From an optimization exercise on the open Yosys and OpenROAD flow, aimed at small area and a short achievable clock period; shortcuts taken in it are not production practice.
In this exercise RTL edits were held to simulation tests only and were not proved equivalent to the original.
Power figures rest on the tool's default switching activity, not on a simulated workload.

==> flow/design.v, too long to show whole: its modules and the start of the top module <==
// module pipe5_core: 1114 lines
// module fa3: 4 lines
// module bpp: 4 lines
// module zmask: 3 lines
// module rbit: 3 lines
module pipe5_core (
    input  wire        clk,
    input  wire        rst,
    output wire        imem_en,
    output wire [9:0]  imem_addr,
    input  wire [31:0] imem_data,
    output wire        dmem_req,
    output wire        dmem_we,
    output wire [19:0] dmem_addr,
    output wire [31:0] dmem_wdata,
    input  wire        dmem_ready,
    input  wire [31:0] dmem_rdata,
    output wire        retire,
    output wire        wb_we,
    output wire [3:0]  wb_rd,
    output wire [31:0] wb_data,
    output wire        halted
);
  // ...
==> flow/flow/run.sh <==
#!/bin/bash
# Layout: the standard flow with these changes:
# - after the standard synthesis, every combinational cell is set to the
#   smallest drive of its family (flow/downsize.py; the logic is unchanged,
#   flip-flops are untouched); timing repair later upsizes what needs it;
# - the input and output ports are buffered with sky130_fd_sc_hd__buf_2
#   cells instead of the clkdlybuf4s50_1 delay cells that buffer_ports picks
#   by default (every port still gets its own buffer);
# - timing repair aims for 6 ns of setup slack at the design's period
#   (config.mk's SETUP_SLACK_MARGIN stops at 5);
# - clock tree synthesis does not add dummy loads.
# The clock, its period and the I/O constraints are the standard flow's, unchanged.
# Logs: synth.log, downsize.log and standard.log here, and each ORFS step's
# log under orfs/logs.
set -euo pipefail
ARGS=("BUFFER_PORTS_ARGS=-buffer_cell sky130_fd_sc_hd__buf_2" SETUP_SLACK_MARGIN=6
      "CTS_ARGS=-sink_clustering_enable -repair_clock_nets -dont_use_dummy_load")
bash standard.sh "${ARGS[@]}" synth > synth.log 2>&1
R=$PWD/orfs/results/$FLOW_PLATFORM/pipe5_core/base
cp "$R/1_2_yosys.v" "$R/1_2_yosys.std.v"
python3 flow/downsize.py "$FLOW_HOME/platforms/$FLOW_PLATFORM/lib/sky130_fd_sc_hd__tt_025C_1v80.lib" "$R/1_2_yosys.v" > downsize.log 2>&1
rm -f "$R/1_synth.odb" "$R/1_synth.sdc"
bash standard.sh "${ARGS[@]}" finish > standard.log 2>&1
==> flow/flow/downsize.py <==
#!/usr/bin/env python3
# Rewrites the synthesized netlist so that every combinational cell is the
# smallest-area cell of its family (same function and pins, e.g. a22oi_2 ->
# a22oi_1). Flip-flops, latches and tie cells are left alone. Timing repair
# later upsizes the cells that need it.
# usage: downsize.py LIB NETLIST
import re, sys
lib, net = sys.argv[1], sys.argv[2]
t = open(lib).read()
area = {}
for m in re.finditer(r'cell \("(sky130_fd_sc_hd__\w+)"\)', t):
    a = re.search(r'area\s*:\s*([\d.]+)', t[m.end():m.end() + 20000])
    if a:
        area[m.group(1)] = float(a.group(1))
fam = {}
for c in area:
    m = re.match(r'(.*)_(\d+)$', c)
    if m:
        fam.setdefault(m.group(1), []).append(c)
keep = re.compile(r'sky130_fd_sc_hd__(e?dfx|dfr|dfs|dfb|sdf|sedf|dl|conb|lpflow|tap|fill|decap|probe|clk)')
v = open(net).read()
out = []
changed = 0
for line in v.split('\n'):
    m = re.match(r'^(\s*)(sky130_fd_sc_hd__\w+)(\s.*)$', line)
    if m:
        c = m.group(2)
        f = re.match(r'(.*)_(\d+)$', c)
        if not keep.match(c) and f and f.group(1) in fam:
            best = min(fam[f.group(1)], key=lambda x: (area[x], x))
            if area[best] < area[c]:
                line = m.group(1) + best + m.group(3)
                changed += 1
    out.append(line)
open(net, 'w').write('\n'.join(out))
print(f"downsize: {changed} cells changed")
==> flow/standard.sh <==
#!/bin/bash
# synth_recipe.tcl (not shown) runs the flow's synth.tcl, then flattens the netlist and writes it again
# the make line also repeats each setting of config.mk as NAME=value (left out here)
make -C /OpenROAD-flow-scripts/flow DESIGN_CONFIG=/design/flow/config.mk WORK_HOME=/design/flow/orfs CLKGATE_MAP_FILE= SYNTH_SCRIPT=/design/flow/synth_recipe.tcl "${@:-finish}"
==> flow/config.mk <==
export PLATFORM = sky130hd
export DESIGN_NAME = pipe5_core
export DESIGN_NICKNAME = pipe5_core
export VERILOG_FILES = /design/flow/design.v
export SDC_FILE = /design/flow/constraint.sdc
export NUM_CORES = 4
export LEC_CHECK = 0
export CAP_MARGIN = 20
export CORE_MARGIN = 2
export CORE_UTILIZATION = 45
export PLACE_DENSITY = 0.65
export SETUP_SLACK_MARGIN = 5
export SLEW_MARGIN = 20
export SYNTH_HIERARCHICAL = 1
==> flow/constraint.sdc <==
create_clock -name core_clock -period 11.0 [get_ports {clk}]
set_input_delay 2.2000 -clock core_clock [delete_from_list [all_inputs] [get_ports {clk}]]
set_output_delay 2.2000 -clock core_clock [all_outputs]
set_load 0.01 [all_outputs]
==> impl_results.md, run 1 <==
* Dpl hpwl at 130000 µm
* Seq area share at 0.355
* Area grow syn2layout at 16.4%
* Final Hold Vio Count at 0
* WP data arrival at 5620 ps
* Critical Path Sink Type: register
* CTS tree: yes
* Status: complete, no violations
* Syn_area_per_cell at 11.1 µm²
* Bufs w/o clock at 484
* Tightest Pin Transition at 1180 ps
* Critical R2R Launch: eb[19]$_DFFE_PN_
* Logic pwr share at 0.645
* Startpoint types: register
* Multi-input combinational area share at 0.504
* Power Density at 301 nW/µm²
* Fillers at roughly 9500
* Core ar. at 109000 µm²
* Slowest CP cell: fa_1
* Gpl congestion at 0.996
* Worst Hold Path EP: mem_halt$_SDFFE_PP0N_
* # clk buffers at 79
* Highest Clock Rate at 190 MHz
* Final Skew at ~100 ps
* Setup Fix Bufs, Post-CTS at 81
* DR iter-0 viols at 7488
* Yosys warnings at 8
* Tot Pwr at 17.4 mW
* Max_cap viols at 0
* Biggest consumer: combinational logic
* Clk network pwr share at 0.131
* Critical path cell sequence: buf_12, inv_1, nand3_1, o21ai_0, buf_4, a22oi_2, xnor2_2, fa_2, fa_1, fa_1, fa_2, fa_1, fa_2, xor2_2, xnor2_2, xnor2_1, xnor2_1, xnor2_1, a21oi_1
* Initial antenna violation count at 11
* Final worst slack at 5740 ps
* Sequential Power Share at 0.224
* Post-DRT Antenna Nets at 0
* Grt ovf at 0
* Clock-cell share of area at 0.0342
* Top class by area: multi-input gates
* Power Internal at 9.84 mW
* CTS clk-pin slew, worst paths at 60 ps
* Port Buffers at 170
==> run 2, diff against run 1 <==
--- a/flow/design.v
+++ b/flow/design.v
@@ -891,46 +891,76 @@
     wire t221s, t221c;
     fa3 u_fa221 (.a(t162s), .b(t191c), .c(t192s), .s(t221s), .co(t221c));
     wire t222s, t222c;
     fa3 u_fa222 (.a(t164s), .b(t192c), .c(t193s), .s(t222s), .co(t222c));
     wire t223s, t223c;
     fa3 u_fa223 (.a(t166s), .b(t193c), .c(t194s), .s(t223s), .co(t223c));
     wire t224s, t224c;
     fa3 u_fa224 (.a(t168s), .b(t194c), .c(t195s), .s(t224s), .co(t224c));
-    wire x225 = pp0[31] ^ pp10[11];
-    wire x226 = pp11[9] ^ pp12[7];
-    wire x227 = pp13[5] ^ pp14[3];
-    wire x228 = pp15[1] ^ pp1[29];
-    wire x229 = pp2[27] ^ pp3[25];
-    wire x230 = pp4[23] ^ pp5[21];
-    wire x231 = pp6[19] ^ pp7[17];
-    wire x232 = pp8[15] ^ pp9[13];
-    wire x233 = x225 ^ x226;
-    wire x234 = x227 ^ x228;
-    wire x235 = x229 ^ x230;
-    wire x236 = x231 ^ x232;
-    wire x237 = t15c ^ x233;
-    wire x238 = x234 ^ x235;
-    wire x239 = x236 ^ t12c;
-    wire x240 = t13c ^ t14c;
-    wire x241 = t60c ^ t61c;
-    wire x242 = x237 ^ x238;
-    wire x243 = x239 ^ x240;
-    wire x244 = x241 ^ x242;
-    wire x245 = x243 ^ t62c;
-    wire x246 = t118c ^ t63c;
-    wire x247 = x244 ^ x245;
-    wire x248 = x246 ^ t119c;
-    wire x249 = x247 ^ x248;
-    wire x250 = t120c ^ x249;
-    wire x251 = t167c ^ x250;
-    wire x252 = t168c ^ x251;
-    wire x253 = x252 ^ t195c;
-    wire x254 = x253 ^ t224c;
+    wire x225;
+    xo2 u_x225 (.a(pp0[31]), .b(pp10[11]), .y(x225));
+    wire x226;
+    xo2 u_x226 (.a(pp11[9]), .b(pp12[7]), .y(x226));
+    wire x227;
+    xo2 u_x227 (.a(pp13[5]), .b(pp14[3]), .y(x227));
+    wire x228;
+    xo2 u_x228 (.a(pp15[1]), .b(pp1[29]), .y(x228));
+    wire x229;
+    xo2 u_x229 (.a(pp2[27]), .b(pp3[25]), .y(x229));
+    wire x230;
+    xo2 u_x230 (.a(pp4[23]), .b(pp5[21]), .y(x230));
+    wire x231;
+    xo2 u_x231 (.a(pp6[19]), .b(pp7[17]), .y(x231));
+    wire x232;
+    xo2 u_x232 (.a(pp8[15]), .b(pp9[13]), .y(x232));
+    wire x233;
+    xo2 u_x233 (.a(x225), .b(x226), .y(x233));
+    wire x234;
+    xo2 u_x234 (.a(x227), .b(x228), .y(x234));
+    wire x235;
+    xo2 u_x235 (.a(x229), .b(x230), .y(x235));
+    wire x236;
+    xo2 u_x236 (.a(x231), .b(x232), .y(x236));
+    wire x237;
+    xo2 u_x237 (.a(t15c), .b(x233), .y(x237));
+    wire x238;
+    xo2 u_x238 (.a(x234), .b(x235), .y(x238));
+    wire x239;
+    xo2 u_x239 (.a(x236), .b(t12c), .y(x239));
+    wire x240;
+    xo2 u_x240 (.a(t13c), .b(t14c), .y(x240));
+    wire x241;
+    xo2 u_x241 (.a(t60c), .b(t61c), .y(x241));
+    wire x242;
+    xo2 u_x242 (.a(x237), .b(x238), .y(x242));
+    wire x243;
+    xo2 u_x243 (.a(x239), .b(x240), .y(x243));
+    wire x244;
+    xo2 u_x244 (.a(x241), .b(x242), .y(x244));
+    wire x245;
+    xo2 u_x245 (.a(x243), .b(t62c), .y(x245));
+    wire x246;
+    xo2 u_x246 (.a(t118c), .b(t63c), .y(x246));
+    wire x247;
+    xo2 u_x247 (.a(x244), .b(x245), .y(x247));
+    wire x248;
+    xo2 u_x248 (.a(x246), .b(t119c), .y(x248));
+    wire x249;
+    xo2 u_x249 (.a(x247), .b(x248), .y(x249));
+    wire x250;
+    xo2 u_x250 (.a(t120c), .b(x249), .y(x250));
+    wire x251;
+    xo2 u_x251 (.a(t167c), .b(x250), .y(x251));
+    wire x252;
+    xo2 u_x252 (.a(t168c), .b(x251), .y(x252));
+    wire x253;
+    xo2 u_x253 (.a(x252), .b(t195c), .y(x253));
+    wire x254;
+    xo2 u_x254 (.a(x253), .b(t224c), .y(x254));
     assign mul_s[0] = bn0;
     assign mul_c[0] = pp0[0];
     assign mul_s[1] = pp0[1];
     assign mul_c[1] = 1'b0;
     assign mul_s[2] = pp1[0];
     assign mul_c[2] = t196s;
     assign mul_s[3] = t196c;
     assign mul_c[3] = t197s;
@@ -1002,17 +1032,17 @@
     assign dmem_req   = mem_acc;
     assign dmem_we    = mem_sw;
     assign dmem_addr  = ms[19:0];
     assign dmem_wdata = mc;
     wire       fetch_en = fe_base && !mem_stall;
     wire       redir_valid = redir_pend || redir_now;
     wire [9:0] redir_tgt = redir_now ? op_d[9:0] : redir_tgt_q;
     wire [9:0] pc_inc = pc + 10'd1;
-    assign imem_en   = fetch_en;
+    fen u_fen (.fe_base(fe_base), .mem_acc(mem_acc), .ready(dmem_ready), .en(imem_en));
     assign imem_addr = pc;
     wire hold      = mem_stall || dec_stall;
     wire stall_old = id_v && (hz(ex_dest, id_ir) || hz(mem_dest, id_ir));
     wire stall_new = fe_base && (hz(id_dest_v, imem_data) || hz(ex_dest, imem_data) ||
                                  hz(mem_dest, imem_data));
     wire dec_stall_nx = hold ? stall_old : stall_new;
     wire id_v_nx      = hold ? id_v : fe_base;
     wire halt_nx      = hold ? (id_op == OP_HALT) : (imem_data[31:24] == OP_HALT);
@@ -1115,14 +1145,20 @@
 module fa3 (input wire a, input wire b, input wire c, output wire s, output wire co);
     assign s  = a ^ b ^ c;
     assign co = (a & b) | (a & c) | (b & c);
 endmodule
 module bpp (input wire a, input wire am1, input wire one, input wire two, input wire neg,
             output wire p);
     assign p = ((one & a) | (two & am1)) ^ neg;
 endmodule
+module xo2 (input wire a, input wire b, output wire y);
+    assign y = a ^ b;
+endmodule
+module fen (input wire fe_base, input wire mem_acc, input wire ready, output wire en);
+    assign en = fe_base & (ready | ~mem_acc);
+endmodule
 module zmask (input wire z, input wire [31:0] d, output wire [31:0] q);
     assign q = d & {32{~z}};
 endmodule
 module rbit (input wire [14:0] d, input wire [14:0] s, output wire o);
     assign o = |(d & s);
 endmodule
==> flow/config.mk (replaced) <==
export PLATFORM = sky130hd
export DESIGN_NAME = pipe5_core
export DESIGN_NICKNAME = pipe5_core
export VERILOG_FILES = /design/flow/design.v
export SDC_FILE = /design/flow/constraint.sdc
export NUM_CORES = 4
export LEC_CHECK = 0
export CAP_MARGIN = 20
export CORE_MARGIN = 2
export CORE_UTILIZATION = 60
export PLACE_DENSITY = 0.7
export SETUP_SLACK_MARGIN = 5
export SLEW_MARGIN = 20
export SYNTH_HIERARCHICAL = 1
==> run 2 against run 1 <==
Net effect: still clean; utilization is 15 points higher; global-route usage is 9.0 points higher; maximum frequency is 4.6% higher; via count is 1.0% lower; sequential share of layout area is 1.0 points higher; design area is 2.8% lower; setup slack better by 230 ps; clock skew is 22 ps lower; synthesized cell count is 0.13% higher; critical path type unchanged; largest cell class unchanged.
==> impl_results.md, run 2 <==
* Worst min path class: reg -> reg (unchanged)
* Max FFs per register at 448 (unchanged)
* Worst Hold Depth at 2 (unchanged)
* Reg-to-reg endpoint: ms[30]$_DFFE_PN_ (was ms[31]$_DFFE_PN_)
* Most common cell after layout, fill and taps aside: a22oi_1 (unchanged)
* Critical path cell sequence: buf_6, xor2_2, buf_4, a22oi_1, xnor2_1, ha_1, fa_2, fa_1, fa_2, fa_2, fa_1, nand2_1, o21ai_1 (was buf_12, inv_1, nand3_1, o21ai_0, buf_4, a22oi_2, xnor2_2, fa_2, fa_1, fa_1, fa_2, fa_1, fa_2, xor2_2, xnor2_2, xnor2_1, xnor2_1, xnor2_1, a21oi_1)
* CP most frequent cell: fa_2
* R2R Setup Slk at 5980 ps (was 5740 ps)
* Family with the most delay on the worst path: adder cells (unchanged)
* Clk sinks at 711 (unchanged)
* Core ar. at 82200 µm² (was 109000 µm²)
* Cts bufs inserted at 77 (was 79)
* Post-DRT Antenna Nets at 0 (unchanged)
* Sequential Power Share at 0.228 (was 0.224)
* Clk Latency, worst-skew pair at 660 ps (was 680 ps)
* Reg with most FFs: x (unchanged)
* Hold buffer count at cts at 0 (unchanged)
* WP data arrival at 5330 ps (was 5620 ps)
* Tcrit/Tclk final at 0.457 (was 0.478)
* Worst stage delay on the critical path at 590 ps (was 530 ps)
* Port Buffers at 170 (unchanged)
* I/O pin count at 171 (unchanged)
* Sw Ratio at 0.442 (was 0.435)
* Final WL at 195000 µm (was 209000 µm)
* Row cnt at 105 (was 121)
* First-pass GRT wire length at 282000 µm (was 292000 µm)
* Die Area at 85600 µm² (was 113000 µm²)
* Final Hold Vio Count at 0 (unchanged)
* Final worst slack at 5980 ps (was 5740 ps)
* Share of layout cells above drive strength 1 at 0.151 (was 0.171)
* DR iter-0 viols at 8131 (was 7488)
* Initial antenna violation count at 14 (was 11)
* Vias in the first global route at 42600 (about the same)
* Worst Path Required at 11310 ps (was 11370 ps)
* Final Skew at 83.3 ps (was 105 ps)
* Initial Util at 0.607 (was 0.455)
* Highest Clock Rate at 199 MHz (was 190 MHz)
* DR vias at 44800 (was 45200)
* Fillers at 6388 (was 9485)
* Gpl congestion at 1.02 (was 0.996)
* Critical path buffers and inverters at 2 (was 3)
* DR vias/cell at 7.60 (was 7.09)
* Critical R2R Launch: eb[1]$_DFFE_PN_ (was eb[19]$_DFFE_PN_)
* CTS clk-pin slew, worst paths at 60 ps (about the same)
* WS Path Type: reg -> reg (unchanged)
* Commonest non-fill, non-tap cells in the layout: a22oi_1, edfxtp_1, xnor2_1 (unchanged)
* Area of the multi-input gates at 29100 µm² (was 29200 µm²)
* DRC Markers at 0 (unchanged)
* Post-route setup TNS at 0 ps (unchanged)
* Die Y at 293 µm (was 336 µm)
* H-tree Lvls at 3 (unchanged)
* Area grow syn2layout at 12.7% (was 16.4%)
* Grt ovf at 0 (unchanged)
* Status: complete, no violations (unchanged)
* P_sw at 7.47 mW (was 7.57 mW)
* Max_cap viols at 0 (unchanged)
* Startpoint types: register (unchanged)
* Power Internal at 9.42 mW (was 9.84 mW)
* Clk network pwr share at 0.131 (about the same)
* Hold_sp: mem_v$_SDFFE_PP0N_ (was mem_halt$_SDFFE_PP0N_)
* Slowest CP cell: fa_2 (was fa_1)
* Cells after Synth at 4486 (was 4480)
* Logic pwr share at 0.641 (was 0.645)
* Total global-route track usage at 0.446 (was 0.355)
* Worst Hold Path EP: mem_v$_SDFFE_PP0N_ (was mem_halt$_SDFFE_PP0N_)
* Drt first pass iters at 13 (was 14)
* Final Critical Period at 5020 ps (was 5260 ps)
* R2r worst-path depth at 13 (was 19)
* CTS tree: yes (unchanged)
* Yosys warnings at 8 (unchanged)
* Final Slew Violations at 0 (unchanged)
* Setup repair after global routing missed its margin: true (unchanged)
* Dpl hpwl at 128000 µm (was 130000 µm)
* Root buf cell: clkbuf_16 (unchanged)
* CTS max path bufs at 3 (unchanged)
* Post-layout net count at 5272 (was 5349)
* Syn_area_per_cell at 11.1 µm² (about the same)
* VDD IR max at 0.580 mV (was 0.925 mV)
* Drt wl/cell at 33.1 µm (was 32.8 µm)
* Static leakage at 20.2 nW (was 21.0 nW)
* Setup slack at placement at 5190 ps (was 4310 ps)
* Worst-path maximum fanout at 31 (was 6)
* Pin count of the biggest net entering global routing at 82 (was 73)
* Power Density at 300 nW/µm² (was 301 nW/µm²)
* Worst rel slew slack at 0.0984 (was 0.211)
* Critical Path Sink Type: register (unchanged)
* FF/Latch Area at 20500 µm² (unchanged)
* Tightest Pin Transition at 1340 ps (was 1180 ps)
* Final setup viols at 0 (unchanged)
* Post-Syn Area at 49900 µm² (was 49700 µm²)
* Die width at 293 µm (was 336 µm)
==> run 2: metrics by stage <==
| stage | instances | cell area [µm²] | hold WS (ps) | util | power [mW] |
|---|---|---|---|---|---|
| after global routing | 5888 | 56300 | 461 | 0.684 | 17.9 |
| after detailed placement | 5726 | 53200 | 440 | 0.647 | 14.2 |
| after CTS | 5843 | 55700 | 445 | 0.677 | 16.6 |
| after global placement | 5725 | 53200 | 436 | 0.647 | 14.2 |
| final | 5889 | 56300 | 443 | 0.684 | 16.9 |
| after floorplan | 4501 | 50300 | 427 | - | 10.7 |
==> run 2: worst max path at each step <==
stage	from	to	slack (ps)	cells past startpoint
global route	id_ir[19]$_DFFE_PP_	pc[0]$_SDFFE_PP0P_	5930	18
finish	eb[1]$_DFFE_PN_	ms[30]$_DFFE_PN_	5980	13
CTS	id_ir[16]$_DFFE_PP_	pc[2]$_SDFFE_PP0P_	5960	19
floorplan	eb[1]$_DFFE_PN_	mc[29]$_DFFE_PN_	5070	11
detailed placement	id_ir[14]$_DFFE_PP_	pc[2]$_SDFFE_PP0P_	5190	17
global placement	id_ir[14]$_DFFE_PP_	ea[24]$_DFFE_PN_	5270	16
==> run 2: layout make-up <==
class | instances | share of cell area
sequential | 711 | 0.365
multi-input combinational | 3486 | 0.517
inverter | 135 | 0.00909
tap | 1070 | 0.0238
antenna | 1 | 0.0000445
timing repair buffer | 409 | 0.0508
clock buffer | 77 | 0.0342
==> run 2: power by group through the flow <==
| stage | logic, mW | registers, mW | clock network (mW) |
|---|---|---|---|
| 5_1_grt | 11.7 | 3.87 | 2.32 |
| 6_report | 10.8 | 3.85 | 2.21 |
| 2_1_floorplan | 6.79 | 3.87 | 0 |
| 4_1_cts | 10.5 | 3.83 | 2.21 |
| 3_3_place_gp | 10.3 | 3.90 | 0 |
| 3_5_place_dp | 10.3 | 3.91 | 0 |
==> run 2: worst reg2reg max path, stage by stage, from the launching register on <==
cell,delay (ps)
edfxtp_1,450
buf_6,390
xor2_2,210
buf_4,380
a22oi_1,200
xnor2_1,240
ha_1,290
fa_2,590
fa_1,420
fa_2,350
fa_2,420
fa_1,360
nand2_1,130
o21ai_1,280
==> run 2: timing repair <==
item,4_1_cts,5_1_grt
pin swaps,8,30
setup buffers,37,44
gates cloned,3,1
resized for setup,43,56
setup endpoints to repair,72,49
==> run 2: routing by layer <==
layer  track usage  up-vias  routed length (µm)
li1              -    18600                   -
met1         0.562    21600               67000
met2         0.673     3692               85400
met3         0.130      847               27300
met4         0.287       14               15300
met5       0.00397        -                 136
==> run 3, diff against run 2 <==
--- a/flow/flow/run.sh
+++ b/flow/flow/run.sh
@@ -8,3 +8,3 @@
 #   by default (every port still gets its own buffer);
-# - timing repair aims for 6 ns of setup slack at the design's period
+# - timing repair aims for 6.4 ns of setup slack at the design's period
 #   (config.mk's SETUP_SLACK_MARGIN stops at 5);
@@ -15,3 +15,3 @@
 set -euo pipefail
-ARGS=("BUFFER_PORTS_ARGS=-buffer_cell sky130_fd_sc_hd__buf_2" SETUP_SLACK_MARGIN=6
+ARGS=("BUFFER_PORTS_ARGS=-buffer_cell sky130_fd_sc_hd__buf_2" SETUP_SLACK_MARGIN=6.4
       "CTS_ARGS=-sink_clustering_enable -repair_clock_nets -dont_use_dummy_load")
==> run 3 against run 2 <==
Net effect: combinational power hardly changed; hold slack improved by 14 ps; utilization rose by 2.6 points; first-iteration DRC count rose by 4.4%; sequential power is essentially flat; setup slack better by 190 ps; highest routed layer unchanged.
==> impl_results.md, run 3 <==
* Status: complete, no violations (unchanged)
* Max FFs per register at 448 (unchanged)
* CTS clk-pin slew, worst paths at 60 ps (about the same)
* DR iter-0 viols at 8486 (was 8131)
* Drt wl/cell at 34.5 µm (was 33.1 µm)
* Worst Hold Depth at 1 (was 2)
* Clk Latency, worst-skew pair at 670 ps (was 660 ps)
* Cells after Synth at 4486 (unchanged)
* Most common cell after layout, fill and taps aside: a22oi_1 (unchanged)
* Final setup viols at 0 (unchanged)
* Pin count of the biggest net entering global routing at 79 (was 82)
* CP most frequent cell: buf_4 (was fa_2)
* Port Buffers at 170 (unchanged)
* Share of layout cells above drive strength 1 at 0.187 (was 0.151)
* Final Slew Violations at 0 (unchanged)
* VDD IR max at 0.503 mV (was 0.580 mV)
* Drt first pass iters at 12 (was 13)
* I/O pin count at 171 (unchanged)
* Hold_sp: mem_v$_SDFFE_PP0N_ (unchanged)
* R2R Setup Slk at 6160 ps (was 5980 ps)
* Worst min path class: reg -> reg (unchanged)
* Yosys warnings at 8 (unchanged)
* Levels on crit path at 17 (was 13)
* Initial Util at 0.607 (unchanged)
* R2r worst-path depth at 17 (was 13)
* Max_cap viols at 0 (unchanged)
* Core ar. at 82200 µm² (unchanged)
* Commonest non-fill, non-tap cells in the layout: a22oi_1, edfxtp_1, xnor2_1 (unchanged)
* Worst stage delay on the critical path at 560 ps (was 590 ps)
* Hold_ws at 456 ps (was 443 ps)
* Hold buffer count at cts at 0 (unchanged)
* Power Internal at 9.53 mW (was 9.42 mW)
* Root buf cell: clkbuf_16 (unchanged)
* CTS max path bufs at 3 (unchanged)
* Reg with most FFs: x (unchanged)
* Final Critical Period at 4840 ps (was 5020 ps)
* Area after DPL at 53200 µm² (about the same)
* First-pass GRT wire length at 291000 µm (was 282000 µm)
* Final Skew at 100 ps (was 83.3 ps)
* Slowest CP cell: buf_4 (was fa_2)
* Critical path buffers and inverters at 4 (was 2)
* Worst Path Required at 11500 ps (was 11310 ps)
* Highest Clock Rate at 207 MHz (was 199 MHz)
* Final worst slack at 6160 ps (was 5980 ps)
* Final WL at 208000 µm (was 195000 µm)
* H-tree Lvls at 3 (unchanged)
* Total global-route track usage at 0.464 (was 0.446)
* Post-route setup TNS at 0 ps (unchanged)
* DRC Markers at 0 (unchanged)
* Area grow syn2layout at 16.9% (was 12.7%)
* Power Density at 290 nW/µm² (was 300 nW/µm²)
* Startpoint types: register (unchanged)
* Clk network pwr share at 0.132 (was 0.131)
* Critical Path Sink Type: register (unchanged)
* Design Area, Final at 58400 µm² (was 56300 µm²)
* Static leakage at 21.2 nW (was 20.2 nW)
* Syn_area_per_cell at 11.1 µm² (unchanged)
* Initial antenna violation count at 10 (was 14)
* Logic pwr share at 0.639 (was 0.641)
* Sequential Power Share at 0.229 (was 0.228)
* Die Y at 293 µm (unchanged)
* Row cnt at 105 (unchanged)
* WS Path Type: reg -> reg (unchanged)
* Tcrit/Tclk final at 0.440 (was 0.457)
* Clk sinks at 711 (unchanged)
* P_sw at 7.42 mW (was 7.47 mW)
* CTS tree: yes (unchanged)
* Post-layout net count at 5404 (was 5272)
* Critical path cell sequence: buf_4, buf_4, nor3_4, buf_4, a22oi_1, nand4_1, ha_1, a21o_1, a21o_1, a221oi_4, o21ai_4, a21o_1, a2111o_1, buf_4, o21a_4, o211ai_1, a21oi_1 (was buf_6, xor2_2, buf_4, a22oi_1, xnor2_1, ha_1, fa_2, fa_1, fa_2, fa_2, fa_1, nand2_1, o21ai_1)
* Critical R2R Launch: id_ir[19]$_DFFE_PP_ (was eb[1]$_DFFE_PN_)
* Die width at 293 µm (unchanged)
* Post-Syn Area at 49900 µm² (unchanged)
* Worst rel slew slack at 0.0746 (was 0.0984)
* Reg-to-reg endpoint: pc[1]$_SDFFE_PP0P_ (was ms[30]$_DFFE_PN_)
* Cts bufs inserted at 78 (was 77)
* Tightest Pin Transition at 1380 ps (was 1340 ps)
* Die Area at 85600 µm² (unchanged)
* Dpl hpwl at 127000 µm (was 128000 µm)
* Gpl congestion at 1.00 (was 1.02)
* Worst Hold Path EP: wb_v$_SDFF_PP0_ (was mem_v$_SDFFE_PP0N_)
* Final Hold Vio Count at 0 (unchanged)
* Sw Ratio at 0.438 (was 0.442)
* WP data arrival at 5330 ps (about the same)
* DR vias/cell at 7.75 (was 7.60)
* Post-DRT Antenna Nets at 0 (unchanged)
* Setup repair after global routing missed its margin: true (unchanged)
* Grt ovf at 0 (unchanged)
* Tot Pwr at 17.0 mW (was 16.9 mW)
* Vias in the first global route at 44500 (was 42600)
* Family with the most delay on the worst path: compound AO/OA/AOI/OAI gates (was adder cells)
* Worst-path maximum fanout at 32 (was 31)
* Setup slack at placement at 5190 ps (about the same)
* DR vias at 46700 (was 44800)
[run 3: worst reg2reg max path: stages, from the launching register on]
cell      delay, ps
edfxtp_1        460
buf_4           190
buf_4           160
nor3_4          140
buf_4           560
a22oi_1         240
nand4_1         310
ha_1            310
a21o_1          180
a21o_1          210
a221oi_4        340
o21ai_4         170
a21o_1          200
a2111o_1        480
buf_4           170
o21a_4          280
o211ai_1        200
a21oi_1          80
[run 3: layout make-up]
cell class	count	area (µm²)
Tap cell	1070	1340
Inverter	135	515
Multi-Input combinational cell	3485	29700
Antenna cell	8	20.0
Fill cell	6026	23900
Timing Repair Buffer	541	4370
Clock buffer	78	1950
Sequential cell	711	20500
[run 3: metal layers]
layer / global-route usage / vias to the layer above / routed length [µm] / share of wire
li1: - / 18900 / - / -
met4: 0.376 / 8 / 20300 / 0.098
met1: 0.540 / 22300 / 67900 / 0.33
met2: 0.708 / 4274 / 91000 / 0.44
met3: 0.147 / 1257 / 28800 / 0.14
met5: 0 / - / 48 / 0.00023
[run 3: timing repair]
action,4_1_cts,5_1_grt
pin swaps,54,84
endpoints found under the setup margin,81,58
gates resized for setup,129,140
setup buffers,119,97
gates cloned,5,10
[run 3: worst max path at each step]
stage | startpoint | to | slack [ps]
6_report | id_ir[19]$_DFFE_PP_ | pc[1]$_SDFFE_PP0P_ | 6160
5_1_grt | id_ir[16]$_DFFE_PP_ | pc[6]$_SDFFE_PP0P_ | 6010
4_1_cts | dmem_ready | imem_en | 6280
3_5_place_dp | id_ir[14]$_DFFE_PP_ | ea[30]$_DFFE_PN_ | 5190
3_3_place_gp | id_ir[15]$_DFFE_PP_ | ea[30]$_DFFE_PN_ | 5330
2_1_floorplan | eb[1]$_DFFE_PN_ | mc[29]$_DFFE_PN_ | 5100
[run 3: power by group through the flow]
stage,logic [mW],registers [mW],clock network [mW]
3_3_place_gp,9.74,3.93,0
2_1_floorplan,6.81,3.87,0
3_5_place_dp,9.88,3.94,0
5_1_grt,11.6,3.89,2.33
4_1_cts,10.2,3.86,2.23
6_report,10.8,3.88,2.24
[run 3: metrics by stage]
| step | utilization | std cells |
|---|---|---|
| final | 0.710 | 6028 |
| after global routing | 0.710 | 6021 |
| after CTS | 0.690 | 5912 |
| after detailed placement | 0.647 | 5710 |
| after global placement | 0.647 | 5710 |
| after floorplan | - | 4501 |
==> module rbit, before the edit <==
module rbit (input wire [14:0] d, input wire [14:0] s, output wire o);
    assign o = |(d & s);
endmodule
==> run 4, diff against run 3 <==
--- a/flow/design.v
+++ b/flow/design.v
@@ -1162,3 +1162,15 @@
 module rbit (input wire [14:0] d, input wire [14:0] s, output wire o);
-    assign o = |(d & s);
+    wire [4:0] y;
+    genvar g;
+    generate
+        for (g = 0; g < 5; g = g + 1) begin : grp
+            aoi222 u (.a0(d[3*g]), .b0(s[3*g]), .a1(d[3*g+1]), .b1(s[3*g+1]),
+                      .a2(d[3*g+2]), .b2(s[3*g+2]), .y(y[g]));
+        end
+    endgenerate
+    assign o = ~&y;
+endmodule
+module aoi222 (input wire a0, input wire b0, input wire a1, input wire b1,
+               input wire a2, input wire b2, output wire y);
+    assign y = ~((a0 & b0) | (a1 & b1) | (a2 & b2));
 endmodule
--- a/flow/flow/run.sh
+++ b/flow/flow/run.sh
@@ -8,3 +8,3 @@
 #   by default (every port still gets its own buffer);
-# - timing repair aims for 6.4 ns of setup slack at the design's period
+# - timing repair aims for 6 ns of setup slack at the design's period
 #   (config.mk's SETUP_SLACK_MARGIN stops at 5);
@@ -15,3 +15,3 @@
 set -euo pipefail
-ARGS=("BUFFER_PORTS_ARGS=-buffer_cell sky130_fd_sc_hd__buf_2" SETUP_SLACK_MARGIN=6.4
+ARGS=("BUFFER_PORTS_ARGS=-buffer_cell sky130_fd_sc_hd__buf_2" SETUP_SLACK_MARGIN=6
       "CTS_ARGS=-sink_clustering_enable -repair_clock_nets -dont_use_dummy_load")
==> run 4 against run 3 <==
Net effect: cell count is 5.8% lower; sequential power is essentially flat; synthesized area decreased by 1.7%; critical endpoint is now mc[26]$_DFFE_PN_; non-clock buffer count shrank 149; largest power group unchanged; still clean on timing, DRC and antenna; design area down 4.7%; flip-flop and latch count stayed put; clock skew increased by 17 ps; synthesized cell count down 4.3%; sequential share of layout area is 1.7 points higher; hold slack worse by 8.4 ps; power shrank 0.31%; largest cell class unchanged.
==> impl_results.md, run 4 <==
* Status: complete, no violations (unchanged)
* Drt first pass iters at 17 (was 12)
* Clk Latency, worst-skew pair at 690 ps (was 670 ps)
* Drt wl/cell at 34.5 µm (about the same)
* Share of layout cells above drive strength 1 at 0.163 (was 0.187)
* H-tree Lvls at 3 (unchanged)
* Area grow syn2layout at 13.3% (was 16.9%)
* Highest Clock Rate at 199 MHz (was 207 MHz)
* Reg with most FFs: x (unchanged)
* Worst min path class: reg -> reg (unchanged)
* Setup slack at placement at 5060 ps (was 5190 ps)
* Core ar. at 80800 µm² (was 82200 µm²)
* Clk sinks at 711 (unchanged)
* Static leakage at 20.2 nW (was 21.2 nW)
* FF/Latch Area at 20500 µm² (unchanged)
* CTS max path bufs at 3 (unchanged)
* Tot Pwr at 16.9 mW (was 17.0 mW)
* Tcrit/Tclk final at 0.456 (was 0.440)
* Cells after Synth at 4294 (was 4486)
* Final Critical Period at 5020 ps (was 4840 ps)
* Fillers at 6029 (was 6026)
* Grt ovf at 0 (unchanged)
* Power Internal at 9.41 mW (was 9.53 mW)
* Fin util at 0.688 (was 0.710)
* Initial Util at 0.608 (was 0.607)
* Yosys warnings at 8 (unchanged)
* WP data arrival at 5280 ps (was 5330 ps)
* Startpoint types: register (unchanged)
* DRC Markers at 0 (unchanged)
* Port Buffers at 170 (unchanged)
* Vias in the first global route at 42200 (was 44500)
* First-pass GRT wire length at 280000 µm (was 291000 µm)
* DR vias at 44600 (was 46700)
* Die Area at 84100 µm² (was 85600 µm²)
* Most common cell after layout, fill and taps aside: edfxtp_1 (was a22oi_1)
* Post-route setup TNS at 0 ps (unchanged)
* Worst-path maximum fanout at 37 (was 32)
* Final Hold Vio Count at 0 (unchanged)
* Commonest non-fill, non-tap cells in the layout: edfxtp_1, a222oi_1, xnor2_1 (was a22oi_1, edfxtp_1, xnor2_1)
* Worst Path Required at 11260 ps (was 11500 ps)
* Initial antenna violation count at 6 (was 10)
* Tightest Pin Transition at 1310 ps (was 1380 ps)
* Max FFs per register at 448 (unchanged)
* Final worst slack at 5980 ps (was 6160 ps)
* P_sw at 7.48 mW (was 7.42 mW)
* Sequential Power Share at 0.229 (about the same)
* Critical Path Sink Type: register (unchanged)
* Total global-route track usage at 0.449 (was 0.464)
* Final WL at 196000 µm (was 208000 µm)
* Die Y at 290 µm (was 293 µm)
* Syn_area_per_cell at 11.4 µm² (was 11.1 µm²)
* DR iter-0 viols at 10600 (was 8486)
* Power Density at 304 nW/µm² (was 290 nW/µm²)
* Die width at 290 µm (was 293 µm)
* Gpl congestion at 0.988 (was 1.00)
* Worst rel slew slack at 0.128 (was 0.0746)
* I/O pin count at 171 (unchanged)
* Hold_ws at 448 ps (was 456 ps)
* Root buf cell: clkbuf_16 (unchanged)
* Row cnt at 104 (was 105)
* Final Slew Violations at 0 (unchanged)
* Max_cap viols at 0 (unchanged)
* Area of the multi-input gates at 28500 µm² (was 29700 µm²)
* VDD IR max at 0.631 mV (was 0.503 mV)
* Setup repair after global routing missed its margin: true (unchanged)
* Clk network pwr share at 0.130 (was 0.132)
* CTS tree: yes (unchanged)
* DR vias/cell at 7.86 (was 7.75)
* Cts bufs inserted at 78 (unchanged)
* Post-layout net count at 5068 (was 5404)
* Sw Ratio at 0.443 (was 0.438)
* Pin count of the biggest net entering global routing at 81 (was 79)
* Dpl hpwl at 126000 µm (was 127000 µm)
* Hold buffer count at cts at 0 (unchanged)
* WS Path Type: reg -> reg (unchanged)
* Post-Syn Area at 49100 µm² (was 49900 µm²)
* CTS clk-pin slew, worst paths at 60 ps (about the same)
* Post-DRT Antenna Nets at 0 (unchanged)
* Final setup viols at 0 (unchanged)
* Final Skew at 117 ps (was 100 ps)
* Logic pwr share at 0.641 (was 0.639)
## run 4: power by group through the flow
stage | logic, mW | clock network [mW] | registers, mW
2_1_floorplan | 6.79 | 0 | 3.87
3_3_place_gp | 10.3 | 0 | 3.91
3_5_place_dp | 10.4 | 0 | 3.92
5_1_grt | 11.7 | 2.31 | 3.89
4_1_cts | 10.6 | 2.20 | 3.85
6_report | 10.8 | 2.20 | 3.86
## run 4: layout make-up
cell class / instances / area share
antenna: 2 / 0.0000900
timing repair buffer: 392 / 0.0500
tap: 1060 / 0.0238
clock buffer: 78 / 0.0351
inverter: 135 / 0.00920
sequential: 711 / 0.369
multi-input combinational: 3298 / 0.513
## run 4: critical path: stages, from the launching register on
cell and delay [ps]:
edfxtp_1 370, buf_12 290, xor2_2 150, buf_4 450, a22oi_1 200, xnor2_1 220
fa_1 480, fa_1 540, fa_1 440, fa_1 540, fa_2 450, nand2_1 170
o21ai_0 260
## run 4: stage by stage
step	cell area, µm²	instances
finish	55600	5676
global route	55600	5674
CTS	54900	5639
detailed placement	52300	5514
global placement	52300	5514
floorplan	49500	4309
## run 4: path summary, 6_finish.rpt
path | from | endpoint | slack [ps] | cells after the start
worst max register to register | eb[3]$_DFFE_PN_ | mc[26]$_DFFE_PN_ | 5980 | 12
worst min register to register | mem_v$_SDFFE_PP0N_ | mem_v$_SDFFE_PP0N_ | 450 | 2
worst min-delay path | mem_v$_SDFFE_PP0N_ | mem_v$_SDFFE_PP0N_ | 450 | 2
worst max-delay path | eb[3]$_DFFE_PN_ | mc[26]$_DFFE_PN_ | 5980 | 12
## run 4: timing repair
action	CTS	global route
pin swaps	8	39
resized for setup	66	92
buffers inserted	42	32
cloned	5	3
setup endpoints to repair	69	42
hold endpoints to repair	0	0
## run 4: layer usage
layer  global-route usage  wire length [µm]
met1                0.563             65800
met2                0.690             87100
met4                0.294             16400
met5                    0                63
met3                0.117             26800

## what the ideal ports hide
In the flow no input, the clock included, has a driving cell. The finished layouts below were timed again as built, in two steps. Step 1 (the two cells are an assumption about what drives the block):
set clk [get_ports {clk}]
set_driving_cell -lib_cell sky130_fd_sc_hd__clkbuf_16 $clk
set_driving_cell -lib_cell sky130_fd_sc_hd__buf_2 [delete_from_list [all_inputs] $clk]
Step 2 also shifts input and output timing later by t, the mid clock arrival at the registers, as if the neighbouring blocks saw the same clock. Slacks: ideal / step 1 / step 2; pairs: ideal / step 1.
run	shift t [ns]	setup WS [ns]	worst setup path after step 2	latest minus earliest clock arrival (ns)	cell pins on the clock port's net
run 1	0.698	5.744 / 5.744 / 5.744	register to register	0.106 / 0.105	1
run 2	0.689	5.976 / 5.976 / 5.976	register to register	0.084 / 0.083	1
run 3	0.689	6.161 / 6.161 / 6.161	register to register	0.101 / 0.101	1
run 4	0.704	5.979 / 5.979 / 5.979	register to register	0.117 / 0.117	1
After both steps setup and hold are still met in every run listed.
